This design comes from an exercise in tuning for small area, a short achievable clock period and few clock cycles on the open sky130 flow, not from production work.
Where RTL was checked, it was by simulation tests only, not by an equivalence proof against the original.
Function not checked in runs 5 and 6: the RTL went through the layout flow alone.
No activity file was given, so power comes from the tool's default toggle rates.

===== flow/run.sh =====
#!/bin/bash
# The standard layout, with every port buffered by the smallest buffer
# (sky130_fd_sc_hd__buf_1) instead of the delay cell the default picks;
# the repair steps resize these buffers where timing needs it.
set -euo pipefail
export BUFFER_PORTS_ARGS="-buffer_cell sky130_fd_sc_hd__buf_1"
bash standard.sh > standard.log 2>&1

===== config.mk =====
export PLATFORM = sky130hd
export DESIGN_NAME = crc_memchk
export DESIGN_NICKNAME = crc_memchk
export VERILOG_FILES = /design/flow/design.v
export SDC_FILE = /design/flow/constraint.sdc
export NUM_CORES = 4
export LEC_CHECK = 0
export CAP_MARGIN = 20
export CORE_MARGIN = 2
export CORE_UTILIZATION = 40
export CTS_BUF_LIST = sky130_fd_sc_hd__clkbuf_8
export PLACE_DENSITY = 0.6
export SETUP_SLACK_MARGIN = 3.6
export SLEW_MARGIN = 20

===== constraint.sdc =====
create_clock -name core_clock -period 6.0 [get_ports {clk}]
set_input_delay 1.2000 -clock core_clock [delete_from_list [all_inputs] [get_ports {clk}]]
set_output_delay 1.2000 -clock core_clock [all_outputs]
set_load 0.01 [all_outputs]

===== standard.sh =====
#!/bin/bash
# synth_recipe.tcl (not shown) runs the flow's synth.tcl, then flattens the netlist and writes it again
# the make line also repeats each setting of config.mk as NAME=value (left out here)
make -C /OpenROAD-flow-scripts/flow DESIGN_CONFIG=/design/flow/config.mk WORK_HOME=/design/flow/orfs CLKGATE_MAP_FILE= SYNTH_SCRIPT=/design/flow/synth_recipe.tcl "${@:-finish}"

===== design.v =====
module crc_memchk (
    input  wire        clk,
    input  wire        rst,            
    input  wire        cmd_valid,
    output wire        cmd_ready,
    input  wire [31:0] cmd_word,
    input  wire [31:0] cmd_addr,
    input  wire [31:0] cmd_len,
    input  wire [31:0] cmd_ref,
    output wire        mem_req,
    output wire        mem_space,      
    output wire [31:0] mem_addr,
    input  wire        mem_gnt,
    input  wire        mem_rvalid,
    input  wire [15:0] mem_rdata,
    output reg         rsp_valid,
    output reg         rsp_err,
    output reg         rsp_mismatch,
    output wire [31:0] rsp_result,
    output reg         crc_fault
);
    localparam [31:0] Q32_ODD = ~32'hF0958FD9;
    reg         idle;         
    reg         chk_ph;       
    reg         go_ph;        
    reg         ok_q;         
    reg         ne_q;         
    reg         rd;           
    reg         req;
    reg  [1:0]  infl;         
    reg         fin;          
    reg  [15:0] a;            
    reg  [15:0] n;            
    reg  [31:0] ref_val;
    reg         sp, w32, chk;
    reg         hdr_ok;       
    reg  [7:0]  d_hi, d_lo;   
    reg         ph;           
    reg         dv, dlast;
    reg  [31:0] q;            
    assign cmd_ready  = idle;
    assign mem_req    = req;
    assign mem_space  = sp;
    assign mem_addr   = {16'd0, a};
    assign rsp_result = q;
    wire [7:0] op       = cmd_word[7:0];
    wire       op_known = (op == 8'h01) || (op == 8'h02) ||
                          (op == 8'h11) || (op == 8'h12);
    wire       in_ok    = op_known && (cmd_word[31:9] == 23'd0) &&
                          (cmd_addr[31:16] == 16'd0) && (cmd_len[31:16] == 16'd0);
    wire [15:0] rg = a & n;             
    wire [15:0] rp = a | n;             
    wire [15:0] rx = a ^ n;
    wire [15:0] zb = rx ^ {rp[14:0], 1'b0};    
    wire [3:0]  grp_g, grp_p;
    genvar gi;
    generate
        for (gi = 0; gi < 4; gi = gi + 1) begin : g_grp
            assign grp_g[gi] = rg[4*gi+3] | (rp[4*gi+3] & rg[4*gi+2]) |
                               (rp[4*gi+3] & rp[4*gi+2] & rg[4*gi+1]) |
                               (rp[4*gi+3] & rp[4*gi+2] & rp[4*gi+1] & rg[4*gi]);
            assign grp_p[gi] = &rp[4*gi+3:4*gi];
        end
    endgenerate
    wire        c8     = grp_g[1] | (grp_p[1] & grp_g[0]);
    wire        c11    = rg[10] | (rp[10] & rg[9]) | (rp[10] & rp[9] & rg[8]) |
                         (rp[10] & rp[9] & rp[8] & c8);
    wire        c12    = grp_g[2] | (grp_p[2] & c8);
    wire        c15    = rg[14] | (rp[14] & rg[13]) | (rp[14] & rp[13] & rg[12]) |
                         (rp[14] & rp[13] & rp[12] & c12);
    wire        nvd_ok  = !(|a[15:12]) && !(|n[15:12]) &&
                          ((!a[11] && !n[11] && (!c11 || !(|zb[10:0]))) ||
                           ((a[11] ^ n[11]) && !(|rp[10:0])));
    wire        code_ok = ((!a[15] && !n[15] && (!c15 || !(|zb[14:0]))) ||
                           ((a[15] ^ n[15]) && !(|rp[14:0]))) && !a[0] && !n[0];
    wire        range_ok = sp ? nvd_ok : code_ok;
    wire        cmd_ok   = hdr_ok && range_ok;
    wire        nonempty = (n != 16'd0);
    wire       grant   = req && mem_gnt;
    wire       n_last  = !(|n[15:2]) && (sp ? (!n[1] && n[0]) : n[1]);
    reg  [15:0] a_inc, n_dec;
    integer     bi;
    always @* begin
        a_inc[0] = a[0] ^ sp;
        n_dec[0] = n[0] ^ sp;
        for (bi = 1; bi < 16; bi = bi + 1) begin
            a_inc[bi] = a[bi] ^ ((&(a[14:0] | ({15{1'b1}} << bi) | 15'd1)) && (!sp || a[0]));
            n_dec[bi] = n[bi] ^ (!(|(n[14:0] & ~({15{1'b1}} << bi) & ~15'd1)) && (!sp || !n[0]));
        end
    end
    wire       rd_next = go_ph ? (ok_q && ne_q) : (rd && !(grant && n_last));
    wire [1:0] infl_next = infl + {1'b0, grant} - {1'b0, mem_rvalid};
    wire [15:0] w32in = {d_hi, d_lo};
    wire [15:0] w16in = {d_lo, d_hi};
    wire [31:0] c32_raw;
    wire [15:0] c16_raw;
    wire c32_t0 = q[6] ^ w32in[6];
    wire c32_t1 = q[7] ^ w32in[7];
    wire c32_t2 = q[8] ^ w32in[8];
    wire c32_t3 = q[9] ^ w32in[9];
    wire c32_t4 = q[10] ^ w32in[10];
    wire c32_t5 = q[11] ^ w32in[11];
    wire c32_t6 = q[12] ^ w32in[12];
    wire c32_t7 = q[13] ^ w32in[13];
    wire c32_t8 = q[14] ^ w32in[14];
    wire c32_t9 = q[15] ^ w32in[15];
    wire c32_t10 = q[0] ^ w32in[0];
    wire c32_t11 = q[1] ^ w32in[1];
    wire c32_t12 = q[2] ^ w32in[2];
    wire c32_t13 = q[3] ^ w32in[3];
    wire c32_t14 = q[4] ^ w32in[4];
    wire c32_t15 = q[5] ^ w32in[5];
    wire c32_t16 = c32_t0 ^ c32_t12;
    wire c32_t17 = c32_t1 ^ c32_t10;
    wire c32_t18 = c32_t11 ^ c32_t2;
    wire c32_t19 = c32_t3 ^ c32_t7;
    wire c32_t20 = c32_t13 ^ c32_t9;
    wire c32_t21 = c32_t4 ^ c32_t5;
    wire c32_t22 = c32_t15 ^ c32_t6;
    wire c32_t23 = c32_t14 ^ c32_t8;
    wire c32_t24 = c32_t14 ^ c32_t17;
    wire c32_t25 = c32_t18 ^ c32_t19;
    wire c32_t26 = c32_t16 ^ c32_t8;
    wire c32_t27 = c32_t1 ^ c32_t5;
    wire c32_t28 = c32_t2 ^ c32_t3;
    wire c32_t29 = c32_t5 ^ c32_t6;
    wire c32_t30 = c32_t21 ^ c32_t23;
    wire c32_t31 = c32_t22 ^ c32_t8;
    wire c32_t32 = c32_t3 ^ c32_t9;
    wire c32_t33 = c32_t6 ^ c32_t7;
    wire c32_t34 = c32_t0 ^ c32_t11;
    wire c32_t35 = c32_t0 ^ c32_t13;
    wire c32_t36 = c32_t2 ^ c32_t6;
    wire c32_t37 = c32_t11 ^ c32_t4;
    wire c32_t38 = c32_t15 ^ c32_t18;
    wire c32_t39 = c32_t16 ^ c32_t28;
    wire c32_t40 = c32_t20 ^ c32_t34;
    wire c32_t41 = c32_t12 ^ c32_t21;
    wire c32_t42 = c32_t19 ^ c32_t20;
    wire c32_t43 = c32_t20 ^ c32_t23;
    wire c32_t44 = c32_t24 ^ c32_t29;
    wire c32_t45 = c32_t1 ^ c32_t25;
    wire c32_t46 = q[16] ^ c32_t4;
    wire c32_t47 = c32_t0 ^ c32_t46;
    wire c32_t48 = c32_t24 ^ c32_t47;
    wire c32_t49 = q[17] ^ c32_t27;
    wire c32_t50 = c32_t38 ^ c32_t49;
    wire c32_t51 = q[18] ^ c32_t6;
    wire c32_t52 = c32_t51 ^ c32_t39;
    wire c32_t53 = q[19] ^ c32_t4;
    wire c32_t54 = c32_t13 ^ c32_t1;
    wire c32_t55 = c32_t19 ^ c32_t53;
    wire c32_t56 = c32_t54 ^ c32_t55;
    wire c32_t57 = q[20] ^ c32_t2;
    wire c32_t58 = c32_t57 ^ c32_t30;
    wire c32_t59 = q[21] ^ c32_t5;
    wire c32_t60 = c32_t32 ^ c32_t22;
    wire c32_t61 = c32_t59 ^ c32_t60;
    wire c32_t62 = q[22] ^ c32_t33;
    wire c32_t63 = c32_t24 ^ c32_t62;
    wire c32_t64 = q[23] ^ c32_t7;
    wire c32_t65 = c32_t8 ^ c32_t64;
    wire c32_t66 = c32_t38 ^ c32_t65;
    wire c32_t67 = q[24] ^ c32_t10;
    wire c32_t68 = c32_t32 ^ c32_t67;
    wire c32_t69 = c32_t26 ^ c32_t68;
    wire c32_t70 = q[25] ^ c32_t14;
    wire c32_t71 = c32_t70 ^ c32_t40;
    wire c32_t72 = q[26] ^ c32_t4;
    wire c32_t73 = c32_t15 ^ c32_t16;
    wire c32_t74 = c32_t72 ^ c32_t73;
    wire c32_t75 = q[27] ^ c32_t35;
    wire c32_t76 = c32_t27 ^ c32_t75;
    wire c32_t77 = q[28] ^ c32_t36;
    wire c32_t78 = c32_t24 ^ c32_t77;
    wire c32_t79 = q[29] ^ c32_t10;
    wire c32_t80 = c32_t15 ^ c32_t79;
    wire c32_t81 = c32_t25 ^ c32_t80;
    wire c32_t82 = q[30] ^ c32_t3;
    wire c32_t83 = c32_t37 ^ c32_t82;
    wire c32_t84 = c32_t26 ^ c32_t83;
    wire c32_t85 = q[31] ^ c32_t1;
    wire c32_t86 = c32_t20 ^ c32_t85;
    wire c32_t87 = c32_t41 ^ c32_t86;
    wire c32_t88 = c32_t36 ^ c32_t21;
    wire c32_t89 = c32_t17 ^ c32_t35;
    wire c32_t90 = c32_t88 ^ c32_t89;
    wire c32_t91 = c32_t25 ^ c32_t44;
    wire c32_t92 = c32_t4 ^ c32_t12;
    wire c32_t93 = c32_t92 ^ c32_t31;
    wire c32_t94 = c32_t25 ^ c32_t93;
    wire c32_t95 = c32_t10 ^ c32_t21;
    wire c32_t96 = c32_t42 ^ c32_t26;
    wire c32_t97 = c32_t95 ^ c32_t96;
    wire c32_t98 = c32_t10 ^ c32_t8;
    wire c32_t99 = c32_t29 ^ c32_t98;
    wire c32_t100 = c32_t40 ^ c32_t99;
    wire c32_t101 = c32_t9 ^ c32_t37;
    wire c32_t102 = c32_t33 ^ c32_t16;
    wire c32_t103 = c32_t101 ^ c32_t102;
    wire c32_t104 = c32_t7 ^ c32_t13;
    wire c32_t105 = c32_t16 ^ c32_t104;
    wire c32_t106 = c32_t30 ^ c32_t105;
    wire c32_t107 = c32_t22 ^ c32_t27;
    wire c32_t108 = c32_t43 ^ c32_t107;
    wire c32_t109 = c32_t4 ^ c32_t7;
    wire c32_t110 = c32_t9 ^ c32_t2;
    wire c32_t111 = c32_t22 ^ c32_t17;
    wire c32_t112 = c32_t109 ^ c32_t110;
    wire c32_t113 = c32_t111 ^ c32_t112;
    wire c32_t114 = c32_t30 ^ c32_t45;
    wire c32_t115 = c32_t9 ^ c32_t28;
    wire c32_t116 = c32_t31 ^ c32_t41;
    wire c32_t117 = c32_t115 ^ c32_t116;
    wire c32_t118 = c32_t42 ^ c32_t44;
    wire c32_t119 = c32_t7 ^ c32_t0;
    wire c32_t120 = c32_t17 ^ c32_t18;
    wire c32_t121 = c32_t119 ^ c32_t31;
    wire c32_t122 = c32_t120 ^ c32_t121;
    wire c32_t123 = c32_t9 ^ c32_t26;
    wire c32_t124 = c32_t45 ^ c32_t123;
    wire c32_t125 = c32_t43 ^ c32_t39;
    wire c32_t126 = c32_t3 ^ c32_t15;
    wire c32_t127 = c32_t0 ^ c32_t20;
    wire c32_t128 = c32_t126 ^ c32_t127;
    assign c32_raw[0] = c32_t48;
    assign c32_raw[1] = c32_t50;
    assign c32_raw[2] = c32_t52;
    assign c32_raw[3] = c32_t56;
    assign c32_raw[4] = c32_t58;
    assign c32_raw[5] = c32_t61;
    assign c32_raw[6] = c32_t63;
    assign c32_raw[7] = c32_t66;
    assign c32_raw[8] = c32_t69;
    assign c32_raw[9] = c32_t71;
    assign c32_raw[10] = c32_t74;
    assign c32_raw[11] = c32_t76;
    assign c32_raw[12] = c32_t78;
    assign c32_raw[13] = c32_t81;
    assign c32_raw[14] = c32_t84;
    assign c32_raw[15] = c32_t87;
    assign c32_raw[16] = c32_t90;
    assign c32_raw[17] = c32_t91;
    assign c32_raw[18] = c32_t94;
    assign c32_raw[19] = c32_t97;
    assign c32_raw[20] = c32_t100;
    assign c32_raw[21] = c32_t103;
    assign c32_raw[22] = c32_t106;
    assign c32_raw[23] = c32_t108;
    assign c32_raw[24] = c32_t113;
    assign c32_raw[25] = c32_t114;
    assign c32_raw[26] = c32_t117;
    assign c32_raw[27] = c32_t118;
    assign c32_raw[28] = c32_t122;
    assign c32_raw[29] = c32_t124;
    assign c32_raw[30] = c32_t125;
    assign c32_raw[31] = c32_t128;
    wire c16_t0 = q[11] ^ w16in[11];
    wire c16_t1 = q[12] ^ w16in[12];
    wire c16_t2 = q[8] ^ w16in[8];
    wire c16_t3 = q[13] ^ w16in[13];
    wire c16_t4 = q[9] ^ w16in[9];
    wire c16_t5 = q[10] ^ w16in[10];
    wire c16_t6 = q[14] ^ w16in[14];
    wire c16_t7 = q[15] ^ w16in[15];
    wire c16_t8 = q[4] ^ w16in[4];
    wire c16_t9 = q[5] ^ w16in[5];
    wire c16_t10 = q[6] ^ w16in[6];
    wire c16_t11 = q[7] ^ w16in[7];
    wire c16_t12 = c16_t1 ^ c16_t2;
    wire c16_t13 = c16_t3 ^ c16_t4;
    wire c16_t14 = c16_t10 ^ c16_t5;
    wire c16_t15 = c16_t0 ^ c16_t11;
    wire c16_t16 = c16_t6 ^ c16_t7;
    wire c16_t17 = q[0] ^ w16in[0];
    wire c16_t18 = q[1] ^ w16in[1];
    wire c16_t19 = q[2] ^ w16in[2];
    wire c16_t20 = q[3] ^ w16in[3];
    wire c16_t21 = c16_t17 ^ c16_t8;
    wire c16_t22 = c16_t18 ^ c16_t9;
    wire c16_t23 = c16_t15 ^ c16_t16;
    wire c16_t24 = c16_t19 ^ c16_t3;
    wire c16_t25 = c16_t7 ^ c16_t8;
    wire c16_t26 = c16_t12 ^ c16_t21;
    wire c16_t27 = c16_t13 ^ c16_t22;
    wire c16_t28 = c16_t14 ^ c16_t24;
    wire c16_t29 = c16_t12 ^ c16_t25;
    wire c16_t30 = c16_t0 ^ c16_t26;
    wire c16_t31 = c16_t1 ^ c16_t27;
    wire c16_t32 = c16_t6 ^ c16_t28;
    wire c16_t33 = c16_t20 ^ c16_t23;
    wire c16_t34 = c16_t0 ^ c16_t9;
    wire c16_t35 = c16_t13 ^ c16_t34;
    wire c16_t36 = c16_t26 ^ c16_t35;
    wire c16_t37 = c16_t1 ^ c16_t6;
    wire c16_t38 = c16_t14 ^ c16_t37;
    wire c16_t39 = c16_t27 ^ c16_t38;
    wire c16_t40 = c16_t23 ^ c16_t28;
    wire c16_t41 = c16_t20 ^ c16_t12;
    wire c16_t42 = c16_t23 ^ c16_t41;
    wire c16_t43 = c16_t13 ^ c16_t29;
    wire c16_t44 = c16_t6 ^ c16_t9;
    wire c16_t45 = c16_t5 ^ c16_t13;
    wire c16_t46 = c16_t44 ^ c16_t45;
    wire c16_t47 = c16_t0 ^ c16_t16;
    wire c16_t48 = c16_t14 ^ c16_t47;
    wire c16_t49 = c16_t2 ^ c16_t11;
    wire c16_t50 = c16_t7 ^ c16_t21;
    wire c16_t51 = c16_t49 ^ c16_t50;
    wire c16_t52 = c16_t4 ^ c16_t2;
    wire c16_t53 = c16_t22 ^ c16_t52;
    wire c16_t54 = c16_t4 ^ c16_t19;
    wire c16_t55 = c16_t14 ^ c16_t54;
    wire c16_t56 = c16_t20 ^ c16_t5;
    wire c16_t57 = c16_t15 ^ c16_t56;
    assign c16_raw[0] = c16_t30;
    assign c16_raw[1] = c16_t31;
    assign c16_raw[2] = c16_t32;
    assign c16_raw[3] = c16_t33;
    assign c16_raw[4] = c16_t29;
    assign c16_raw[5] = c16_t36;
    assign c16_raw[6] = c16_t39;
    assign c16_raw[7] = c16_t40;
    assign c16_raw[8] = c16_t42;
    assign c16_raw[9] = c16_t43;
    assign c16_raw[10] = c16_t46;
    assign c16_raw[11] = c16_t48;
    assign c16_raw[12] = c16_t51;
    assign c16_raw[13] = c16_t53;
    assign c16_raw[14] = c16_t55;
    assign c16_raw[15] = c16_t57;
    wire [31:0] q_next = w32 ? (c32_raw ^ 32'h41D912FF) : {16'd0, c16_raw};
    wire mismatch = chk && (q != ref_val);
    always @(posedge clk) begin
        if (chk_ph) begin
            d_hi <= 8'd0;
        end else if (mem_rvalid) begin
            d_hi <= sp ? mem_rdata[7:0] : mem_rdata[15:8];
            d_lo <= sp ? d_hi : mem_rdata[7:0];
        end
        if (idle) begin
            a       <= cmd_addr[15:0];
            n       <= cmd_len[15:0];
            ref_val <= cmd_ref;
            sp      <= cmd_word[8];
            w32     <= cmd_word[1];
            chk     <= cmd_word[4];
            hdr_ok  <= in_ok;
        end else if (chk_ph) begin
            ok_q <= cmd_ok;
            ne_q <= nonempty;
        end else if (grant) begin
            a <= a_inc;
            n <= n_dec;
        end
        if (chk_ph)
            q <= (w32 && sp && n[0]) ? Q32_ODD : 32'd0;
        else if (dv)
            q <= q_next;
        if (rst) begin
            idle         <= 1'b1;
            chk_ph       <= 1'b0;
            go_ph        <= 1'b0;
            rd           <= 1'b0;
            req          <= 1'b0;
            infl         <= 2'd0;
            ph           <= 1'b0;
            fin          <= 1'b0;
            dv           <= 1'b0;
            dlast        <= 1'b0;
            rsp_valid    <= 1'b0;
            rsp_err      <= 1'b0;
            rsp_mismatch <= 1'b0;
            crc_fault    <= 1'b0;
        end else begin
            dv    <= mem_rvalid && (ph || !sp);
            ph    <= chk_ph ? n[0] : (ph ^ mem_rvalid);
            dlast <= mem_rvalid && !rd && (infl == 2'd1);
            rd    <= rd_next;
            req   <= (req && !mem_gnt) || (rd_next && (infl_next != 2'd3));
            infl  <= infl_next;
            chk_ph <= idle && cmd_valid;
            go_ph <= chk_ph;
            fin   <= (go_ph && ok_q && !ne_q) || (dv && dlast);
            rsp_valid <= fin || (go_ph && !ok_q);
            rsp_err   <= !fin;
            rsp_mismatch <= mismatch;
            if (fin && mismatch)
                crc_fault <= 1'b1;
            if (idle)
                idle <= !cmd_valid;
            else if ((go_ph && !(ok_q && ne_q)) || (dv && dlast))
                idle <= 1'b1;
        end
    end
endmodule

==> impl_summary.txt, run 1 <==
----------------------------------------------------
[Clock tree]
  Clock latency (worst-skew pair) ... 460 ps
  Clk Tree Root Cell ... sky130_fd_sc_hd__clkbuf_8
  Clock net sink count ... 133
  CTS H-tree depth ... 4
  TritonCTS clock tree ... yes
  Total of hold buffers inserted after clock tree synthesis ... 0
  Clock slew seen by the registers of the worst setup and hold paths ... 80 ps
  Maximum count of clock buffers along a single path ... 2
  Inserted Clock Buffers ... 17

[STA]
  Fraction of the cycle the final worst path needs ... 0.407
  Unrepaired setup endpoints after global routing ... yes
  Final Setup Violations ... 0
  Max-slew violations ... 0
  Achievable Freq ... 410 MHz
  Slew HR ... 0.345
  Worst Slack Setup Final ... about 3600 ps
  Count of endpoints failing hold in the final timing report ... 0
  Setup Skew ... ~17 ps
  Final setup TNS ... 0 ps
  Time the worst path needs with I/O delays and setup ... 2440 ps
  Slew of the pin with the lowest slew margin ... ~1000 ps

[Yosys]
  Post-synthesis instance total ... 793
  Portion of the post-synthesis area used by sequential elements ... 0.433
  Count of flip-flops with a built-in enable after synthesis ... 110
  Fraction of registers with async set or reset after synthesis ... 0
  Post-synthesis area per instance ... 11.0 sq um
  Cell area after synthesis ... 0.00869 sq mm
  Area fraction of the dominant cell type after synthesis ... 0.380
  Post-synth top flop ... sky130_fd_sc_hd__edfxtp_1
  Cell types with the largest area share after synthesis ... sky130_fd_sc_hd__edfxtp_1 (38%), sky130_fd_sc_hd__xnor2_1 (17%), sky130_fd_sc_hd__xor2_1 (7.1%)
  Synth area leader ... sky130_fd_sc_hd__edfxtp_1
  Flip-flop and latch count after synthesis ... 133
  Post-synth cell types ... between 50 and 60
  Total number of yosys warnings ... 1

[Global route]
  Largest net degree at the start of global routing ... 59
  First-pass GRT wire length ... 35.8 mm
  Aggregate global-route resource usage ... 0.211
  Antenna violations before repair ... 0
  Number of global-route vias before repair ... approximately 6500
  Total congestion overflow after global routing ... 0

[Routing]
  Number of iterations in the first detailed-routing pass ... 5
  Max Used Layer ... met4
  Wire length on met3 ... around 1.3 mm
  Initial drt markers ... 377
  Routed length on met1 ... approximately 11 mm
  Antenna Violating Nets Remaining ... 0
  Length of routed met2 wiring ... 11.6 mm
  DRT Wirelength ... 24.1 mm
  Post-DR vias/cell ... 4.99
  Detailed-route via count ... 6633
  Average wire per cell in the routed design ... 18.1 microns
  DRC errors left ... 0

[Min path]
  Hold Path Depth ... 1
  Hold Startpoint ... rd
  Hold endpoint ... dlast
  Worst hold-check path type ... flop to flop

[Worst setup path]
  Flop2flop setup slack ... ~3700 ps
  Required time of the critical path ... 4800 ps
  Crit path cell chain ... buf_12, buf_6
  Worst-path cell with the longest stage delay ... sky130_fd_sc_hd__edfxtp_1
  Arrival @ worst endpoint ... roughly 1200 ps
  Top delay family on crit path ... flip-flops
  Critical R2R Capture ... crc_fault
  Crit-path max FO ... 5
  Worst path depth ... 2
  Critical Path Max Stage Delay ... ~500 ps
  Total buffers and inverters traversed by the critical path ... 2
  Number of cell instances on the worst register-to-register path ... 7
  Worst Setup Start Kind ... flop
  Critical Setup Path Class ... flop to primary output
  Critical path capture point type ... primary output
  Source of the worst register-to-register timing path ... q[0]

[Pwr]
  Total power consumption of the routed design ... 7.43 mW
  Leak pwr ... roughly 4.0 nW
  Net load switching power ... 3.23 mW
  Power share of the sequential group ... 0.227
  Logic pwr share ... 0.668
  Pwr per Cell Area ... 690 mW/mm^2
  Share of total power consumed by net switching ... 0.435
  Worst supply voltage drop on vdd ... 0.369 mV
  Clk pwr share ... 0.105
  Internal power ... 4.20 mW

[Placed design]
  Placed Instances ... 1253
  Post-Place Setup Slack ... 2930 ps
  Detailed-placement wirelength estimate ... 17.8 mm
  Number of buffer cells added on primary ports ... 203
  Weighted congestion at the end of routability-driven global placement ... 0.918

[Flow run]
  Max_cap viols ... 0

[Floorplan]
  Core Box Area ... 0.0212 sq mm
  Die width ... ~150 microns
  Die boundary height ... 151 microns
  Starting Density ... 0.411
  Standard-cell row count ... 53
  Top Ports ... 220
  Full die area ... 0.0229 sq mm

[Run status]
  Status ... complete, no violations

[Layout]
  Layout fillers ... 1930
  Final core area utilization ... 0.509
  Final net count ... 1227
  Layout Area Growth over Synthesis ... 24.0%
  Fin cells ... roughly 1300
  Antenna fix cells ... 0
  Share of final-layout standard cells stronger than drive strength 1 ... 0.136

----------------------------------------------------
## cell usage after synthesis, drive strengths merged, types with 4 or more instances
cell / instances
nor2: 39
xnor2: 180
o21ai: 40
nor4: 33
edfxtp: 110
mux2i: 8
nand3: 8
o221ai: 4
inv: 43
ha: 37
nand4: 16
nand2: 43
nor3: 9
o21bai: 4
xor2: 73
buf: 23
dfxtp: 23
mux2: 11
nor2b: 8
a21oi: 14
a211oi: 19
clkbuf: 13
## flip-flops by register name, indices dropped and copies added, names as in the netlist, 2 cells and up
name,flops
d_lo,8
infl,2
ref_val,32
d_hi,8
q,32
a,16
n,16
## worst max path at each step
stage                          start        end  slack (ps)
after floorplan              mem_gnt        req        3610
after global placement    mem_rvalid        req        2960
after detailed placement  mem_rvalid        req        2930
after CTS                         sp  mem_space        3490
after global routing              sp  mem_space        3490
final                             sp  mem_space        3560
## cells in the final DEF (no fill, tap or decap), types with 18 or more instances in the layout
cell type and count:
sky130_fd_sc_hd__xnor2_1 154, sky130_fd_sc_hd__xor2_1 69, sky130_fd_sc_hd__xnor2_2 21, sky130_fd_sc_hd__nand2_1 42, sky130_fd_sc_hd__buf_4 42, sky130_fd_sc_hd__a211oi_1 18, sky130_fd_sc_hd__o21ai_0 37, sky130_fd_sc_hd__nor2_1 39
sky130_fd_sc_hd__inv_1 43, sky130_fd_sc_hd__buf_1 197, sky130_fd_sc_hd__dfxtp_1 22, sky130_fd_sc_hd__nor4_1 27, sky130_fd_sc_hd__ha_1 35, sky130_fd_sc_hd__clkbuf_8 18, sky130_fd_sc_hd__edfxtp_1 110
## worst register-to-register path: cells and delay by family (launching register included)
kind | cells | cell delay, ps
simple gates | 2 | 770
compound gates | 2 | 490
flops | 1 | 470
buf+inv | 2 | 340
xor+xnor | 1 | 150
## power by group through the flow
stage | logic (mW) | clock network, mW | registers (mW)
after floorplan | 3.55 | 0 | 1.70
after global placement | 4.47 | 0 | 1.74
after detailed placement | 4.49 | 0 | 1.75
after CTS | 4.71 | 0.798 | 1.70
after global routing | 5.37 | 0.834 | 1.72
final | 4.96 | 0.780 | 1.69
## what timing repair did
item / in CTS / in global routing
resized for setup: 22 / 25
pin swaps: 0 / 4
setup endpoints to repair: 39 / 30
cloned: 1 / 0
hold endpoints to repair: 0 / 0
setup buffers: 16 / 27
## per-stage QoR
stage | hold WS [ps] | cell area, sq um
3_3_place_gp | 420 | 9740
5_1_grt | 438 | 10800
6_report | 437 | 10800
2_1_floorplan | 399 | 8810
3_5_place_dp | 423 | 9740
4_1_cts | 435 | 10500
## layout make-up
type | instances | area (sq um) | area share
multi-input combinational | 596 | 4900 | 0.455
sequential | 133 | 3770 | 0.350
timing repair buffer | 250 | 1210 | 0.112
tap | 275 | 344 | 0.0319
clock buffer | 18 | 248 | 0.0230
inverter | 43 | 161 | 0.0150
clock inverter | 14 | 146 | 0.0136
## cells by family after synthesis
group	Yosys count	synth area share
flip-flops	133	0.433
adder cells (fa/ha/maj)	37	0.0533
multiplexers	19	0.0235
buffers and inverters	79	0.0410
AND/OR/NAND/NOR	174	0.101
XOR/XNOR	255	0.279
other	1	0.000432
AO/OA/AOI/OAI	95	0.0685
## per-layer routing
metal,vias to the layer above,GRT usage
met3,25,0.0389
met4,0,0.0673
li1,3228,-
met1,3150,0.281
met2,230,0.349
met5,-,0
Testbench counts, summed over its fixed seeds: cycles 52,207.
==> inputs of run 2 (changes only) <==
--- a/config.mk
+++ b/config.mk
@@ -9,5 +9,5 @@
 export CORE_MARGIN = 2
-export CORE_UTILIZATION = 40
+export CORE_UTILIZATION = 75
 export CTS_BUF_LIST = sky130_fd_sc_hd__clkbuf_8
-export PLACE_DENSITY = 0.6
+export PLACE_DENSITY = 0.85
 export SETUP_SLACK_MARGIN = 3.6
==> run 2 against run 1 <==
The flow now stops in 5_1_grt. Area after synthesis is the same. Synthesized cell count is the same.
==> impl_summary.txt, run 2 <==
----------------------------------------------------
[Floorplan]
  Die width ... 112 microns
  Standard-cell row count ... 39
  Die boundary height ... 112 microns
  Starting Density ... 0.764
  Top Ports ... 220

[Global route]
  Largest net degree at the start of global routing ... 82
  Antenna violations before repair ... 3
  Total congestion overflow after global routing ... 5
  Aggregate global-route resource usage ... 0.702

[Yosys]
  Total number of yosys warnings ... 1
  Flip-flop and latch count after synthesis ... 133
  Post-synth top flop ... sky130_fd_sc_hd__edfxtp_1
  Simple-gate share of the synthesized area ... 0.101
  Leading cell type by number of instances after synthesis ... sky130_fd_sc_hd__xnor2_1
  Main combinational cell family by area after synthesis ... XOR/XNOR gates
  Cell area after synthesis ... 0.00869 sq mm
  Compound-Gate Fraction of Synth Area ... 0.0685
  Arithmetic-cell share of the synthesized area counting full adders, half adders and majority gates ... 0.0533
  Post-synth cell types ... 54
  Count of flip-flops with a built-in enable after synthesis ... 110
  Commonest cells in the netlist ... sky130_fd_sc_hd__xnor2_1 (166), sky130_fd_sc_hd__edfxtp_1 (110), sky130_fd_sc_hd__xor2_1 (70)
  Area share of xor/xnor cells in the synthesized design ... 0.279
  Portion of the post-synthesis area used by sequential elements ... 0.433
  Post-synthesis instance total ... 793
  Cell types with the largest area share after synthesis ... sky130_fd_sc_hd__edfxtp_1 (38%), sky130_fd_sc_hd__xnor2_1 (17%), sky130_fd_sc_hd__xor2_1 (7.1%)
  Mux cell area share after synthesis ... 0.0235
  Area fraction of the dominant cell type after synthesis ... 0.380
  Fraction of registers with async set or reset after synthesis ... 0
  Post-synthesis area per instance ... 11.0 sq um
  Synth area leader ... sky130_fd_sc_hd__edfxtp_1

[STA]
  Crit. endpoint post-GRT repair ... q[5]$_DFFE_PP_/D
  Kind of endpoint with the least setup slack ... register data pin

[Clock tree]
  Clk Tree Root Cell ... sky130_fd_sc_hd__clkbuf_8
  Total of hold buffers inserted after clock tree synthesis ... 0
  Maximum count of clock buffers along a single path ... 2
  Inserted Clock Buffers ... 17
  CTS H-tree depth ... 4
  Clock net sink count ... around 130

[Placed design]
  Weighted congestion at the end of routability-driven global placement ... 0.967
  Number of buffer cells added on primary ports ... 203
  Post-Place Setup Slack ... 2930 ps
  Detailed-placement wirelength estimate ... 17.6 mm
  Placed Instances ... between 1000 and 1500

[Run status]
  First Err ... [ERROR GRT-0232] Routing congestion too high. Check the congestion heatmap in the GUI.
  Stopping stage ... 5_1_grt
  Status ... stopped before the end

----------------------------------------------------
run 2: cell families after synthesis:
| group | after synthesis |
|---|---|
| xor gates and xnor gates | 255 |
| and+or+nand+nor | 174 |
| DFF | 133 |
| AOI/OAI and AO/OA | 95 |
| buffers and inverters | 79 |
| adders and majority gates | 37 |
| muxes | 19 |
| other | 1 |
run 2: worst max path at each step:
stage | endpoint | cells after the start | slack, ps | from
2_1_floorplan | req | 8 | 3610 | mem_gnt
3_3_place_gp | req | 8 | 3000 | mem_rvalid
3_5_place_dp | req | 8 | 2930 | mem_rvalid
4_1_cts | q[18] | 6 | 3490 | q[8]
run 2: repair_timing:
item | in CTS
setup buffers | 10
gates resized for setup | 20
pin swaps | 1
endpoints found under the setup margin | 41
run 2: routing by layer:
metal,GRT overflow,global-route usage
met5,0,0.0667
met4,5,0.752
met3,0,0.463
met2,0,0.933
met1,0,0.691
run 2: power by group through the flow:
stage | clock [mW] | sequential [mW] | combinational [mW]
floorplan | 0 | 1.70 | 3.55
global placement | 0 | 1.72 | 4.36
detailed placement | 0 | 1.74 | 4.52
CTS | 0.883 | 1.73 | 4.81
run 2: through the flow:
step	power [mW]	cell area [sq um]
detailed placement	6.26	9570
global placement	6.09	9570
floorplan	5.25	8810
CTS	7.42	10200
==> inputs of run 3 (changes only) <==
--- a/config.mk
+++ b/config.mk
@@ -9,5 +9,7 @@
 export CORE_MARGIN = 2
-export CORE_UTILIZATION = 75
+export CORE_UTILIZATION = 60
 export CTS_BUF_LIST = sky130_fd_sc_hd__clkbuf_8
-export PLACE_DENSITY = 0.85
+export CTS_CLUSTER_DIAMETER = 150
+export CTS_CLUSTER_SIZE = 50
+export PLACE_DENSITY = 0.75
 export SETUP_SLACK_MARGIN = 3.6
==> run 3 against run 2 <==
The run now finishes clean. Synthesized cell count unchanged. Area after synthesis unchanged.
==> impl_summary.txt, run 3 <==
----------------------------------------------------
[Clock tree]
  CTS H-tree depth ... 4
  Maximum count of clock buffers along a single path ... 2
  Inserted Clock Buffers ... 17
  Clock net sink count ... 133
  Clock latency (worst-skew pair) ... 470 ps
  Clock slew seen by the registers of the worst setup and hold paths ... approximately 80 ps
  TritonCTS clock tree ... yes
  Clk Tree Root Cell ... sky130_fd_sc_hd__clkbuf_8

[Routing]
  Number of iterations in the first detailed-routing pass ... 7
  DRC errors left ... 0
  Antenna Violating Nets Remaining ... 0
  DRT Wirelength ... 22.3 mm
  Post-DR vias/cell ... ~5.5
  Average wire per cell in the routed design ... 18.1 microns
  Initial drt markers ... 508
  Detailed-route via count ... 6812

[Layout]
  Share of final-layout standard cells stronger than drive strength 1 ... 0.129
  Top library cells by usage in the layout, fill and taps aside ... sky130_fd_sc_hd__buf_1 (201), sky130_fd_sc_hd__xnor2_1 (157), sky130_fd_sc_hd__edfxtp_1 (110), sky130_fd_sc_hd__xor2_1 (68), sky130_fd_sc_hd__buf_4 (48)
  Leading registers by flop count ... q x32, ref_val x32
  Layout Area Growth over Synthesis ... 21.4%
  Commonest non-fill, non-tap cell in the layout ... sky130_fd_sc_hd__buf_1
  Layout fillers ... 981
  Final net count ... 1230
  Antenna fix cells ... 0

[Floorplan]
  Starting Density ... 0.621
  Full die area ... 0.0155 sq mm
  Top Ports ... 220
  Standard-cell row count ... 43
  Die width ... 124 microns
  Core Box Area ... roughly 0.014 sq mm
  Die boundary height ... 124 microns

[STA]
  Unrepaired setup endpoints after global routing ... yes
  Fraction of the cycle the final worst path needs ... 0.404
  Final Setup Violations ... 0
  Count of endpoints failing hold in the final timing report ... 0
  Final setup TNS ... 0 ps
  Setup Skew ... 12.3 ps
  Slew HR ... 0.366
  Max-slew violations ... 0
  Slew of the pin with the lowest slew margin ... 948 ps
  Worst Slack Setup Final ... 3580 ps
  Achievable Freq ... 412 MHz
  Time the worst path needs with I/O delays and setup ... 2420 ps

[Worst setup path]
  Worst-path cell with the longest stage delay ... sky130_fd_sc_hd__edfxtp_1
  Required time of the critical path ... 4800 ps
  Crit path cell chain ... buf_1
  Total buffers and inverters traversed by the critical path ... 1
  Critical Path Max Stage Delay ... 570 ps
  Top delay family on crit path ... flip-flops
  Critical path capture point type ... primary output
  Critical Setup Path Class ... flop to primary output
  Worst Setup Start Kind ... flop
  Crit-path max FO ... 4
  Flop2flop setup slack ... roughly 3600 ps
  Arrival @ worst endpoint ... around 1200 ps

[Yosys]
  Post-synth top flop ... sky130_fd_sc_hd__edfxtp_1
  Cell area after synthesis ... between 0.008 and 0.009 sq mm
  Commonest cells in the netlist ... sky130_fd_sc_hd__xnor2_1 (166), sky130_fd_sc_hd__edfxtp_1 (110), sky130_fd_sc_hd__xor2_1 (70)
  Main combinational cell family by area after synthesis ... XOR/XNOR gates
  Flip-flop and latch count after synthesis ... 133
  Cell types with the largest area share after synthesis ... sky130_fd_sc_hd__edfxtp_1 (38%), sky130_fd_sc_hd__xnor2_1 (17%), sky130_fd_sc_hd__xor2_1 (7.1%)
  Portion of the post-synthesis area used by sequential elements ... 0.433
  Post-synthesis instance total ... 793
  Post-synthesis area per instance ... 11.0 sq um
  Arithmetic-cell share of the synthesized area counting full adders, half adders and majority gates ... 0.0533
  Mux cell area share after synthesis ... 0.0235
  Compound-Gate Fraction of Synth Area ... 0.0685
  Simple-gate share of the synthesized area ... 0.101
  Fraction of registers with async set or reset after synthesis ... 0
  Synth area leader ... sky130_fd_sc_hd__edfxtp_1
  Total number of yosys warnings ... 1
  Leading cell type by number of instances after synthesis ... sky130_fd_sc_hd__xnor2_1
  Count of flip-flops with a built-in enable after synthesis ... 110
  Area fraction of the dominant cell type after synthesis ... 0.380
  Post-synth cell types ... 54
  Area share of xor/xnor cells in the synthesized design ... 0.279

[Run status]
  Status ... complete, no violations

[Pwr]
  Clk pwr share ... 0.098
  Worst supply voltage drop on vdd ... 0.354 mV
  Internal power ... 4.08 mW
  Pwr per Cell Area ... 688 mW/mm^2
  Share of total power consumed by net switching ... 0.437
  Logic pwr share ... 0.669
  Leak pwr ... about 4.0 nW
  Net load switching power ... 3.17 mW
  Power share of the sequential group ... 0.234

[Min path]
  Worst hold-check path type ... flop to flop

[Placed design]
  Number of buffer cells added on primary ports ... 203
  Weighted congestion at the end of routability-driven global placement ... 0.945
  Detailed-placement wirelength estimate ... between 15 and 20 mm
  Post-Place Setup Slack ... 2910 ps

[Global route]
  Largest net degree at the start of global routing ... between 70 and 80
  Antenna violations before repair ... 0
  Number of global-route vias before repair ... 6286
  Total congestion overflow after global routing ... 0
  First-pass GRT wire length ... 33.6 mm
  Aggregate global-route resource usage ... 0.280

[Flow run]
  Max_cap viols ... 0

----------------------------------------------------
run 3: routing by layer:
layer | routed length, microns | part of all wire | vias up | GRT usage
met5 | 0 | 0 | - | 0
met4 | 306 | 0.014 | 0 | 0.0839
met3 | 1710 | 0.077 | 28 | 0.0537
met2 | 10800 | 0.48 | 326 | 0.459
met1 | 9520 | 0.43 | 3222 | 0.381
li1 | - | - | 3236 | -
run 3: power groups by stage:
stage	clock network, mW	logic [mW]	registers (mW)
final	0.708	4.85	1.69
after global routing	0.751	5.20	1.72
after CTS	0.708	4.58	1.71
after detailed placement	0	4.44	1.74
after global placement	0	4.39	1.74
after floorplan	0	3.55	1.70
run 3: path summary, 6_finish.rpt:
check / start / end / cells past startpoint
setup reg to reg: sp / n[13] / 9
setup / recovery: q[7] / rsp_result[7] / 1
hold reg to reg: rd / dlast / 1
hold / removal: rd / dlast / 1
run 3: cell type report:
type                            instances  area (sq um)  share of cell area
Inverter                               43           161              0.0153
Sequential cell                       133          3770               0.357
Multi-Input combinational cell        596          4880               0.463
Clock inverter                         12          85.1             0.00807
Clock buffer                           20           275              0.0261
Timing Repair Buffer                  253          1150               0.109
Tap cell                              180           225              0.0214
run 3: metrics by stage:
stage | area, sq um | total power, mW | instances | hold WS (ps) | utilization
detailed placement | 9620 | 6.18 | 1157 | 423 | 0.687
global route | 10500 | 7.67 | 1237 | 475 | 0.754
global placement | 9620 | 6.13 | 1157 | 415 | 0.687
finish | 10500 | 7.25 | 1237 | 437 | 0.754
floorplan | 8810 | 5.25 | 808 | 399 | -
CTS | 10100 | 6.99 | 1198 | 440 | 0.725
run 3: kinds of logic after synthesis:
logic type | after synthesis
buf+inv | 79
simple gates | 174
flops | 133
compound gates | 95
fa+ha+maj | 37
mux | 19
other cells | 1
xor+xnor | 255
run 3: timing repair:
item	CTS	global route
hold buffers	0	0
gates resized for setup	16	14
pin swaps	0	5
endpoints found under the setup margin	37	29
buffers inserted	9	39
==> inputs of run 4 (changes only) <==
--- a/config.mk
+++ b/config.mk
@@ -11,6 +11,4 @@
 export CTS_BUF_LIST = sky130_fd_sc_hd__clkbuf_8
-export CTS_CLUSTER_DIAMETER = 150
-export CTS_CLUSTER_SIZE = 50
 export PLACE_DENSITY = 0.75
-export SETUP_SLACK_MARGIN = 3.6
+export SETUP_SLACK_MARGIN = 3.4
 export SLEW_MARGIN = 20
==> run 4 against run 3 <==
Core utilization shrank 3.2 points. Synthesized cell count is the same. Combinational power shrank 6.4%. Hold slack lost 5.8 ps. Sequential share of layout area grew 1.6 points. Final cell count shrank 3.7%. Setup slack lost 79 ps. Design area shrank 4.3%. Die area is the same. Largest power group unchanged.
==> impl_summary.txt, run 4 <==
----------------------------------------------------
[Run status]
  Status ... complete, no violations

[Layout]
  Top library cells by usage in the layout, fill and taps aside ... sky130_fd_sc_hd__buf_1 (202), sky130_fd_sc_hd__xnor2_1 (163), sky130_fd_sc_hd__edfxtp_1 (110), sky130_fd_sc_hd__xor2_1 (70)
  Final core area utilization ... 0.721
  Layout Area Growth over Synthesis ... 16.2%
  Layout fillers ... 1078
  Leading registers by flop count ... q x32, ref_val x32
  Final net count ... ~1200
  Fin cells ... 1191
  Share of final-layout standard cells stronger than drive strength 1 ... 0.0762
  Commonest non-fill, non-tap cell in the layout ... sky130_fd_sc_hd__buf_1
  Antenna fix cells ... 0
  Final std cell area, no fill ... 0.0101 sq mm

[Routing]
  Detailed-route via count ... 6537
  Antenna Violating Nets Remaining ... 0
  Initial drt markers ... 469
  Number of iterations in the first detailed-routing pass ... 4
  Average wire per cell in the routed design ... 18.0 microns
  DRC errors left ... 0
  Post-DR vias/cell ... 5.49
  DRT Wirelength ... 21.4 mm

[Yosys]
  Total number of yosys warnings ... 1
  Synth area leader ... sky130_fd_sc_hd__edfxtp_1
  Post-synthesis area per instance ... 11.0 sq um
  Area fraction of the dominant cell type after synthesis ... 0.380
  Post-synth top flop ... sky130_fd_sc_hd__edfxtp_1
  Leading cell type by number of instances after synthesis ... sky130_fd_sc_hd__xnor2_1
  Post-synthesis instance total ... 793
  Portion of the post-synthesis area used by sequential elements ... 0.433
  Count of flip-flops with a built-in enable after synthesis ... 110
  Cell area after synthesis ... 0.00869 sq mm
  Fraction of registers with async set or reset after synthesis ... 0
  Post-synth cell types ... between 50 and 60
  Commonest cells in the netlist ... sky130_fd_sc_hd__xnor2_1 (166), sky130_fd_sc_hd__edfxtp_1 (110), sky130_fd_sc_hd__xor2_1 (70)
  Cell types with the largest area share after synthesis ... sky130_fd_sc_hd__edfxtp_1 (38%), sky130_fd_sc_hd__xnor2_1 (17%), sky130_fd_sc_hd__xor2_1 (7.1%)
  Flip-flop and latch count after synthesis ... roughly 130

[Clock tree]
  CTS H-tree depth ... 4
  TritonCTS clock tree ... yes
  Clock net sink count ... 133
  Inserted Clock Buffers ... 17
  Clk Tree Root Cell ... sky130_fd_sc_hd__clkbuf_8
  Clock slew seen by the registers of the worst setup and hold paths ... approximately 80 ps
  Total of hold buffers inserted after clock tree synthesis ... 0
  Setup repair bufs after CTS ... 0
  Clock latency (worst-skew pair) ... 470 ps
  Maximum count of clock buffers along a single path ... 2

[Worst setup path]
  Required time of the critical path ... approximately 4800 ps
  Crit path cell chain ... buf_6, buf_1
  Critical Setup Path Class ... flop to primary output
  Worst-path cell with the longest stage delay ... sky130_fd_sc_hd__edfxtp_1
  Arrival @ worst endpoint ... 1300 ps
  Worst Setup Start Kind ... flop
  Crit-path max FO ... 25
  Critical Path Max Stage Delay ... 360 ps
  Critical path capture point type ... primary output

[Floorplan]
  Full die area ... 0.0155 sq mm
  Top Ports ... 220
  Die width ... 124 microns
  Standard-cell row count ... 43
  Core Box Area ... about 0.014 sq mm
  Starting Density ... 0.621
  Die boundary height ... 124 microns

[Global route]
  First-pass GRT wire length ... around 34 mm
  Aggregate global-route resource usage ... 0.282
  Antenna violations before repair ... 0
  Largest net degree at the start of global routing ... 79
  Total congestion overflow after global routing ... 0
  Number of global-route vias before repair ... 6404

[Pwr]
  Total power consumption of the routed design ... 7.13 mW
  Clk pwr share ... 0.120
  Pwr per Cell Area ... 706 mW/mm^2
  Leak pwr ... approximately 3.7 nW
  Power share of the sequential group ... 0.243
  Net load switching power ... 3.12 mW
  Logic pwr share ... 0.637
  Internal power ... ~4.0 mW
  Worst supply voltage drop on vdd ... 0.355 mV
  Share of total power consumed by net switching ... 0.437

[Flow run]
  Max_cap viols ... 0

[STA]
  Achievable Freq ... 399 MHz
  Final setup TNS ... 0 ps
  Slew of the pin with the lowest slew margin ... ~810 ps
  Slew HR ... 0.463
  Unrepaired setup endpoints after global routing ... no
  Max-slew violations ... 0
  Worst Slack Setup Final ... 3500 ps
  Setup Skew ... approximately 11 ps
  Hold Slack ... 431 ps
  Count of endpoints failing hold in the final timing report ... 0
  Final Setup Violations ... 0
  Time the worst path needs with I/O delays and setup ... 2500 ps
  Fraction of the cycle the final worst path needs ... 0.417

[Placed design]
  Detailed-placement wirelength estimate ... 16.2 mm
  Cell area after placement ... 0.00958 sq mm
  Weighted congestion at the end of routability-driven global placement ... 0.929
  Post-Place Setup Slack ... 2870 ps
  Placed Instances ... 1159
  Number of buffer cells added on primary ports ... 203

[Min path]
  Worst hold-check path type ... flop to flop

----------------------------------------------------
[run 4: cell counts after synthesis]
No cell type changed its count.
[run 4: cell type report]
cell class | count | area, sq um | share of cell area
Multi-Input combinational cell | 596 | 4700 | 0.465
Clock buffer | 18 | 248 | 0.0245
Timing Repair Buffer | 207 | 797 | 0.0790
Tap cell | 180 | 225 | 0.0223
Clock inverter | 14 | 198 | 0.0196
Sequential cell | 133 | 3770 | 0.373
Inverter | 43 | 161 | 0.0160
[run 4: kinds of logic (layout without fill, tap and decap cells)]
logic type	count (synthesis)	in the layout	synth area share
XOR/XNOR	255	255	0.279
multiplexers	19	19	0.0235
adder cells (fa/ha/maj)	37	37	0.0533
buffers and inverters	79	282	0.0410
flip-flops	133	133	0.433
AO/OA/AOI/OAI	95	95	0.0685
AND/OR/NAND/NOR	174	174	0.101
other	1	16	0.000432
[run 4: power by group through the flow]
stage | combinational (mW) | sequential (mW) | clock, mW
after floorplan | 3.54 | 1.70 | 0
after global placement | 4.37 | 1.72 | 0
after detailed placement | 4.42 | 1.73 | 0
after CTS | 4.51 | 1.71 | 0.864
after global routing | 4.95 | 1.76 | 0.911
final | 4.54 | 1.73 | 0.855
[run 4: worst paths after layout]
path | from | slack, ps | endpoint | depth (start not counted)
worst max-delay path | sp | 3500 | mem_space | 2
worst min register to register | rd | 430 | dlast | 1
worst min-delay path | rd | 430 | dlast | 1
worst max register to register | n[6] | 3530 | n[14] | 6
[run 4: timing repair]
action	CTS	global route
gates cloned	0	0
setup endpoints to repair	8	12
pin swaps	0	1
resized for setup	3	8
[run 4: routing by layer]
layer | vias up | global-route usage | share of wire
met2 | 271 | 0.452 | 0.48
li1 | 3148 | - | -
met4 | 0 | 0.0859 | 0.016
met1 | 3089 | 0.388 | 0.44
met3 | 29 | 0.0593 | 0.070
met5 | - | 0 | 0
[run 4: critical path, delay by kind of cell, from the launching register on]
| kind | cells | cell delay (ps) |
|---|---|---|
| buffers and inverters | 2 | 470 |
| DFF | 1 | 360 |
==> inputs of run 5 (changes only) <==
--- a/design.v
+++ b/design.v
@@ -340,5 +340,10 @@
         end
-        if (idle) begin
+        if (!(chk_ph || go_ph || rd)) begin
             a       <= cmd_addr[15:0];
             n       <= cmd_len[15:0];
+        end else if (grant) begin
+            a <= a_inc;
+            n <= n_dec;
+        end
+        if (idle) begin
             ref_val <= cmd_ref;
@@ -351,5 +356,2 @@
             ne_q <= nonempty;
-        end else if (grant) begin
-            a <= a_inc;
-            n <= n_dec;
         end
--- a/config.mk
+++ b/config.mk
@@ -12,3 +12,3 @@
 export PLACE_DENSITY = 0.75
-export SETUP_SLACK_MARGIN = 3.4
+export SETUP_SLACK_MARGIN = 3.6
 export SLEW_MARGIN = 20
==> run 5 against run 4 <==
Synthesized cell count down 1.1%. Register-to-register slack improved by 20 ps. Hold slack improved by 26 ps. Design area increased by 5.4%. Sequential power shrank 2%. Area after synthesis grew 1.3%. Clock power is 15% lower. Sequential share of layout area fell by 1.9 points. Clock-buffer cell count is 1 lower. Highest routed layer unchanged.
==> impl_summary.txt, run 5 <==
----------------------------------------------------
[Run status]
  Status ... complete, no violations

[Layout]
  Layout Area Growth over Synthesis ... 20.8%
  Commonest non-fill, non-tap cell in the layout ... sky130_fd_sc_hd__buf_1
  Share of final-layout standard cells stronger than drive strength 1 ... 0.141
  Leading registers by flop count ... q x32, ref_val x32
  Sequential cell area in the final layout ... between 0.003 and 0.004 sq mm
  Antenna fix cells ... 0
  Final net count ... 1205
  Top library cells by usage in the layout, fill and taps aside ... sky130_fd_sc_hd__buf_1 (200), sky130_fd_sc_hd__xnor2_1 (140), sky130_fd_sc_hd__edfxtp_1 (110), sky130_fd_sc_hd__xor2_1 (70), sky130_fd_sc_hd__nor2_1 (60)
  Fin cells ... ~1200
  Layout fillers ... 1067
  Area occupied by multi-input gates ... approximately 0.005 sq mm

[Clock tree]
  Clock latency (worst-skew pair) ... 460 ps
  Maximum count of clock buffers along a single path ... 2
  Total of hold buffers inserted after clock tree synthesis ... 0
  Clock net sink count ... 133
  TritonCTS clock tree ... yes
  Clock slew seen by the registers of the worst setup and hold paths ... 80 ps
  Inserted Clock Buffers ... 17
  Clk Tree Root Cell ... sky130_fd_sc_hd__clkbuf_8
  CTS H-tree depth ... 4

[Yosys]
  Post-synth cell types ... between 50 and 60
  Leading cell type by number of instances after synthesis ... sky130_fd_sc_hd__xnor2_1
  Commonest cells in the netlist ... sky130_fd_sc_hd__xnor2_1 (147), sky130_fd_sc_hd__edfxtp_1 (110), sky130_fd_sc_hd__xor2_1 (72)
  Synth area leader ... sky130_fd_sc_hd__edfxtp_1
  Flip-flop and latch count after synthesis ... about 130
  Total number of yosys warnings ... 1
  Cell area after synthesis ... 0.00880 sq mm
  Fraction of registers with async set or reset after synthesis ... 0
  Count of flip-flops with a built-in enable after synthesis ... 110
  Post-synthesis instance total ... between 700 and 800
  Portion of the post-synthesis area used by sequential elements ... 0.428
  Post-synthesis area per instance ... 11.2 sq um
  Area fraction of the dominant cell type after synthesis ... 0.375
  Post-synth top flop ... sky130_fd_sc_hd__edfxtp_1
  Cell types with the largest area share after synthesis ... sky130_fd_sc_hd__edfxtp_1 (38%), sky130_fd_sc_hd__xnor2_1 (15%), sky130_fd_sc_hd__xor2_1 (7.2%)

[Pwr]
  Internal power ... 4.02 mW
  Power share of the sequential group ... 0.234
  Net load switching power ... about 3.2 mW
  Total power consumption of the routed design ... 7.22 mW
  Worst supply voltage drop on vdd ... 0.446 mV
  Logic pwr share ... 0.665
  Leak pwr ... 3.94 nW
  Pwr per Cell Area ... 679 mW/mm^2
  Clk pwr share ... 0.101
  Share of total power consumed by net switching ... 0.444

[Worst setup path]
  Critical path capture point type ... flop
  Required time of the critical path ... between 6000 and 7000 ps
  Crit-path max FO ... 4
  Worst Setup Start Kind ... flop
  Arrival @ worst endpoint ... approximately 2800 ps
  Critical Setup Path Class ... flop to flop

[Routing]
  Post-DR vias/cell ... 5.54
  DRC errors left ... 0
  Number of iterations in the first detailed-routing pass ... 5
  DRT Wirelength ... 22.8 mm
  Initial drt markers ... 531
  Average wire per cell in the routed design ... 18.7 microns
  Antenna Violating Nets Remaining ... 0
  Detailed-route via count ... 6740

[STA]
  Unrepaired setup endpoints after global routing ... yes
  Max-slew violations ... 0
  Slew HR ... 0.394
  Hold Slack ... 458 ps
  Worst Slack Setup Final ... 3550 ps
  Final Setup Violations ... 0
  Time the worst path needs with I/O delays and setup ... around 2500 ps
  Setup Skew ... around 11 ps
  Fraction of the cycle the final worst path needs ... 0.408
  Count of endpoints failing hold in the final timing report ... 0
  Achievable Freq ... 408 MHz
  Final setup TNS ... 0 ps
  Slew of the pin with the lowest slew margin ... around 910 ps

[Floorplan]
  Die width ... 125 microns
  Die boundary height ... 125 microns
  Full die area ... 0.0157 sq mm
  Starting Density ... 0.610
  Top Ports ... 220
  Standard-cell row count ... 44
  Core Box Area ... approximately 0.014 sq mm

[Placed design]
  Detailed-placement wirelength estimate ... 16.8 mm
  Placed Instances ... 1153
  Number of buffer cells added on primary ports ... 203
  Weighted congestion at the end of routability-driven global placement ... 0.941
  Post-Place Setup Slack ... about 2800 ps

[Global route]
  Antenna violations before repair ... 0
  Aggregate global-route resource usage ... 0.292
  Number of global-route vias before repair ... 6527
  Largest net degree at the start of global routing ... 62
  First-pass GRT wire length ... between 30 and 40 mm
  Total congestion overflow after global routing ... 0

[Flow run]
  Max_cap viols ... 0

[Min path]
  Worst hold-check path type ... flop to flop

----------------------------------------------------
==> run 5: changes by cell type after synthesis, sizes merged, moves of 5 or more <==
cell   previous run  this run
nor4             33        28
a21oi            14        35
xnor2           180       168
nand2            43        19
xor2             73        79
o21ai            40        13
nor2             39        61
==> run 5: worst paths after layout <==
kind	startpoint	endpoint	slack (ps)	depth (start not counted)
setup / recovery	a[10]	ok_q	3550	8
hold reg to reg	rd	dlast	460	1
setup reg to reg	a[10]	ok_q	3550	8
hold / removal	rd	dlast	460	1
==> run 5: kinds of logic after synthesis <==
group / share of synthesized area
and+or+nand+nor: 0.0998
muxes: 0.0280
buffers and inverters: 0.0419
adders and majority gates: 0.0526
xor gates and xnor gates: 0.287
AOI/OAI and AO/OA: 0.0628
other: 0.000426
DFF: 0.428
==> run 5: layer usage <==
metal  global-route usage  vias to the layer above  wire length [microns]
li1                     -                     3179                      -
met1                0.400                     3225                   9630
met2                0.477                      302                  11000
met3               0.0492                       34                   1670
met4               0.0948                        0                    479
met5                    0                        -                      0
==> run 5: stage by stage <==
step           cell area (sq um)   util
2_1_floorplan               8900      -
3_3_place_gp                9730  0.674
3_5_place_dp                9730  0.674
4_1_cts                    10400  0.719
5_1_grt                    10600  0.737
6_report                   10600  0.737
==> run 5: what timing repair did <==
action | CTS | global route
cloned | 1 | 0
pin swaps | 3 | 10
setup endpoints to repair | 61 | 26
resized for setup | 21 | 30
setup buffers | 19 | 11
==> run 5: critical path, stage by stage, from the launching register on <==
cell and delay, ps:
sky130_fd_sc_hd__edfxtp_1 470, sky130_fd_sc_hd__inv_1 200, sky130_fd_sc_hd__ha_1 300, sky130_fd_sc_hd__xnor2_1 130, sky130_fd_sc_hd__or4_1 570, sky130_fd_sc_hd__nor3_4 290
sky130_fd_sc_hd__a41o_1 210, sky130_fd_sc_hd__nand2_1 50, sky130_fd_sc_hd__nand4_1 100
==> run 5: power groups by stage <==
stage	combinational, mW	sequential [mW]	clock, mW
6_report	4.80	1.69	0.727
5_1_grt	5.17	1.72	0.776
3_3_place_gp	4.39	1.73	0
3_5_place_dp	4.41	1.74	0
2_1_floorplan	3.53	1.72	0
4_1_cts	4.61	1.69	0.736
==> run 5: area by class of cell <==
cell class	count	area share
clock buffer	17	0.0220
clock inverter	15	0.0137
inverter	45	0.0159
multi-input combinational	584	0.471
sequential	133	0.354
tap	184	0.0217
timing repair buffer	238	0.102
==> inputs of run 6 (changes only) <==
--- a/config.mk
+++ b/config.mk
@@ -10,3 +10,2 @@
 export CORE_UTILIZATION = 60
-export CTS_BUF_LIST = sky130_fd_sc_hd__clkbuf_8
 export PLACE_DENSITY = 0.75
==> run 6 against run 5 <==
First-iteration DRC count fell by 10%. Global-route usage barely moved. Routed wire length fell by 0.81%. Design area rose by 0.84%. Area after synthesis did not move. Final cell count fell by 0.74%. Clock power rose by 37%. Synthesized cell count did not move. Non-clock buffer count fell by 9. Maximum frequency rose by 1.8%. Setup slack improved by 44 ps. Sequential cell count did not move. Critical path type unchanged. Largest cell class unchanged.
==> impl_summary.txt, run 6 <==
----------------------------------------------------
[Routing]
  DRT Wirelength ... 22.6 mm
  Initial drt markers ... 478
  Detailed-route via count ... 6695
  Post-DR vias/cell ... around 5.5
  DRC errors left ... 0
  Average wire per cell in the routed design ... roughly 19 microns
  Antenna Violating Nets Remaining ... 0
  Number of iterations in the first detailed-routing pass ... 5

[Clock tree]
  TritonCTS clock tree ... yes
  Clock latency (worst-skew pair) ... 420 ps
  CTS H-tree depth ... 4
  Clk Tree Root Cell ... sky130_fd_sc_hd__clkbuf_16
  Total of hold buffers inserted after clock tree synthesis ... 0
  Maximum count of clock buffers along a single path ... 2
  Inserted Clock Buffers ... 17
  Clock net sink count ... roughly 130
  Clock slew seen by the registers of the worst setup and hold paths ... 60 ps

[Yosys]
  Post-synth top flop ... sky130_fd_sc_hd__edfxtp_1
  Mux cell area share after synthesis ... 0.0280
  Total number of yosys warnings ... 1
  Post-synthesis area per instance ... between 10 and 15 sq um
  Post-synthesis instance total ... 784
  Compound-Gate Fraction of Synth Area ... 0.0628
  Post-synth cell types ... 58
  Portion of the post-synthesis area used by sequential elements ... 0.428
  Leading cell type by number of instances after synthesis ... sky130_fd_sc_hd__xnor2_1
  Fraction of registers with async set or reset after synthesis ... 0
  Flip-flop and latch count after synthesis ... 133
  Main combinational cell family by area after synthesis ... XOR/XNOR gates
  Arithmetic-cell share of the synthesized area counting full adders, half adders and majority gates ... 0.0526
  Synth area leader ... sky130_fd_sc_hd__edfxtp_1
  Area fraction of the dominant cell type after synthesis ... 0.375
  Area share of xor/xnor cells in the synthesized design ... 0.287
  Cell types with the largest area share after synthesis ... sky130_fd_sc_hd__edfxtp_1 (38%), sky130_fd_sc_hd__xnor2_1 (15%), sky130_fd_sc_hd__xor2_1 (7.2%)
  Simple-gate share of the synthesized area ... 0.0998
  Commonest cells in the netlist ... sky130_fd_sc_hd__xnor2_1 (147), sky130_fd_sc_hd__edfxtp_1 (110), sky130_fd_sc_hd__xor2_1 (72)
  Count of flip-flops with a built-in enable after synthesis ... 110
  Cell area after synthesis ... 0.00880 sq mm

[Placed design]
  Detailed-placement wirelength estimate ... 16.8 mm
  Weighted congestion at the end of routability-driven global placement ... roughly 0.94
  Number of buffer cells added on primary ports ... 203
  Cell area after placement ... 0.00973 sq mm
  Placed Instances ... 1153

[Min path]
  Hold Startpoint ... rd
  Hold endpoint ... dlast
  Worst hold-check path type ... flop to flop
  Hold Path Depth ... 1

[Floorplan]
  Top Ports ... 220
  Die boundary height ... around 130 microns
  Core Box Area ... 0.0144 sq mm
  Full die area ... 0.0157 sq mm
  Die width ... approximately 130 microns
  Starting Density ... 0.610
  Standard-cell row count ... 44

[Layout]
  Final net count ... 1196
  Leading registers by flop count ... q x32, ref_val x32
  Final core area utilization ... 0.743
  Top library cells by usage in the layout, fill and taps aside ... sky130_fd_sc_hd__buf_1 (202), sky130_fd_sc_hd__xnor2_1 (141), sky130_fd_sc_hd__edfxtp_1 (110), sky130_fd_sc_hd__xor2_1 (71), sky130_fd_sc_hd__nor2_1 (60)
  Layout Area Growth over Synthesis ... 21.8%
  Share of final-layout standard cells stronger than drive strength 1 ... 0.127
  Antenna fix cells ... 0
  Commonest non-fill, non-tap cell in the layout ... sky130_fd_sc_hd__buf_1
  Fin cells ... approximately 1200
  Final std cell area, no fill ... 0.0107 sq mm

[Global route]
  Aggregate global-route resource usage ... 0.291
  First-pass GRT wire length ... 35.1 mm
  Total congestion overflow after global routing ... 0
  Antenna violations before repair ... 0
  Number of global-route vias before repair ... roughly 6500
  Largest net degree at the start of global routing ... 62

[Pwr]
  Worst supply voltage drop on vdd ... 0.423 mV
  Pwr per Cell Area ... between 600 and 700 mW/mm^2
  Total power consumption of the routed design ... approximately 7.4 mW
  Leak pwr ... 3.95 nW

[Worst setup path]
  Arrival @ worst endpoint ... 2700 ps
  Critical path capture point type ... flop
  Critical Setup Path Class ... flop to flop
  Flop2flop setup slack ... between 3000 and 4000 ps
  Required time of the critical path ... around 6300 ps
  Critical Path Max Stage Delay ... 520 ps
  Source of the worst register-to-register timing path ... a[10]
  Number of cell instances on the worst register-to-register path ... 8
  Worst Setup Start Kind ... flop
  Crit-path max FO ... 4
  Crit path cell chain ... inv_1, ha_1, xnor2_1, or4_1, nor3_2, a41o_1, nand2_1, nand4_1
  Worst-path cell with the longest stage delay ... sky130_fd_sc_hd__or4_1
  Critical R2R Capture ... ok_q

[STA]
  Final Setup Violations ... 0
  Final setup TNS ... 0 ps
  Setup Skew ... approximately 7.5 ps
  Slew of the pin with the lowest slew margin ... between 900 and 1000 ps
  Unrepaired setup endpoints after global routing ... yes
  Achievable Freq ... just over 400 MHz
  Time the worst path needs with I/O delays and setup ... 2410 ps
  Count of endpoints failing hold in the final timing report ... 0
  Fraction of the cycle the final worst path needs ... 0.401
  Max-slew violations ... 0
  Slew HR ... 0.387

[Flow run]
  Max_cap viols ... 0

[Run status]
  Status ... complete, no violations

----------------------------------------------------
-- run 6: changes by cell type in the layout (fill, tap and decap cells not counted), sizes merged --
cell,previous run,this run
buf,236,228
clkbuf,18,17
-- run 6: worst max path at each step --
stage / start / to / slack [ps] / cells past startpoint
global route: a[10] / ok_q / 3510 / 8
global placement: mem_rvalid / req / 2880 / 8
finish: a[10] / ok_q / 3590 / 8
CTS: mem_rvalid / req / 3510 / 8
detailed placement: mem_rvalid / req / 2830 / 8
floorplan: mem_gnt / req / 3600 / 8
-- run 6: timing repair --
item,CTS,global route
endpoints found under the setup margin,56,27
cloned,1,0
buffers inserted,10,11
gates resized for setup,18,21
pin swaps,8,6
-- run 6: final cells by class --
cell class	count	area (sq um)
clock inverter	15	145
inverter	45	169
sequential	133	3760
tap	184	230
fill	1046	3700
clock buffer	17	425
timing repair buffer	229	1000
multi-input combinational	584	4990
-- run 6: per-stage QoR --
| step | hold WS [ps] | setup slack, ps |
|---|---|---|
| floorplan | 413 | 3600 |
| global placement | 447 | 2880 |
| detailed placement | 443 | 2830 |
| CTS | 452 | 3510 |
| global route | 478 | 3510 |
| finish | 457 | 3590 |
-- run 6: cell families (layout without fill, tap and decap cells) --
kind of cell / count (synthesis) / after routing
AOI/OAI and AO/OA: 88 / 88
xor gates and xnor gates: 250 / 250
adders and majority gates: 37 / 37
buffers and inverters: 82 / 306
DFF: 133 / 133
muxes: 23 / 23
other: 1 / 16
and+or+nand+nor: 170 / 170
-- run 6: critical path, delay by kind of cell, from the launching register on --
| kind | cells | cell delay, ps |
|---|---|---|
| simple gates | 4 | 960 |
| flops | 1 | 460 |
| fa+ha+maj | 1 | 290 |
| compound gates | 1 | 220 |
| buf+inv | 1 | 200 |
| xor+xnor | 1 | 140 |
-- run 6: report_power, final --
part	switching, mW	internal, mW
logic	2.47	2.25
clock network	0.422	0.577
registers	0.317	1.40
-- run 6: per-layer routing --
metal	global-route usage	routed length, microns	vias up
li1	-	-	3168
met4	0.0856	455	0
met5	0	0	-
met2	0.478	10800	292
met1	0.395	9630	3203
met3	0.0599	1630	32

re-timing with driven ports:
How much do the figures lean on ideal ports? The routed layouts below were timed once more, with nothing changed but the port constraints. Step 1 assumes that a clkbuf_16 drives the clock port and a buf_2 every other input. Step 2 adds t to the input delays and takes it off the output delays; t is the mean of the earliest and latest rising clock arrival at the registers after step 1. Input paths then give back, and output paths get back, about the clock's delay inside the block. Slacks: ideal ports / drivers / drivers and shift; pairs: ideal ports / drivers.
run	t (ns)	slack for setup (ns)	worst setup path after step 2	worst register clock-pin slew, ns
run 1	0.489	3.561 / 3.521 / 3.297	input to register	0.09 / 0.09
run 3	0.504	3.576 / 3.533 / 3.224	input to register	0.08 / 0.08
run 4	0.502	3.496 / 3.457 / 3.246	input to register	0.09 / 0.09
run 5	0.494	3.549 / 3.527 / 3.220	input to register	0.09 / 0.09
run 6	0.464	3.594 / 3.557 / 3.208	input to register	0.06 / 0.06
After both steps every run listed still meets setup and hold. For run 6, which loses most, drivers alone change the setup slack by -0.037 ns; drivers and shift together by -0.386 ns.
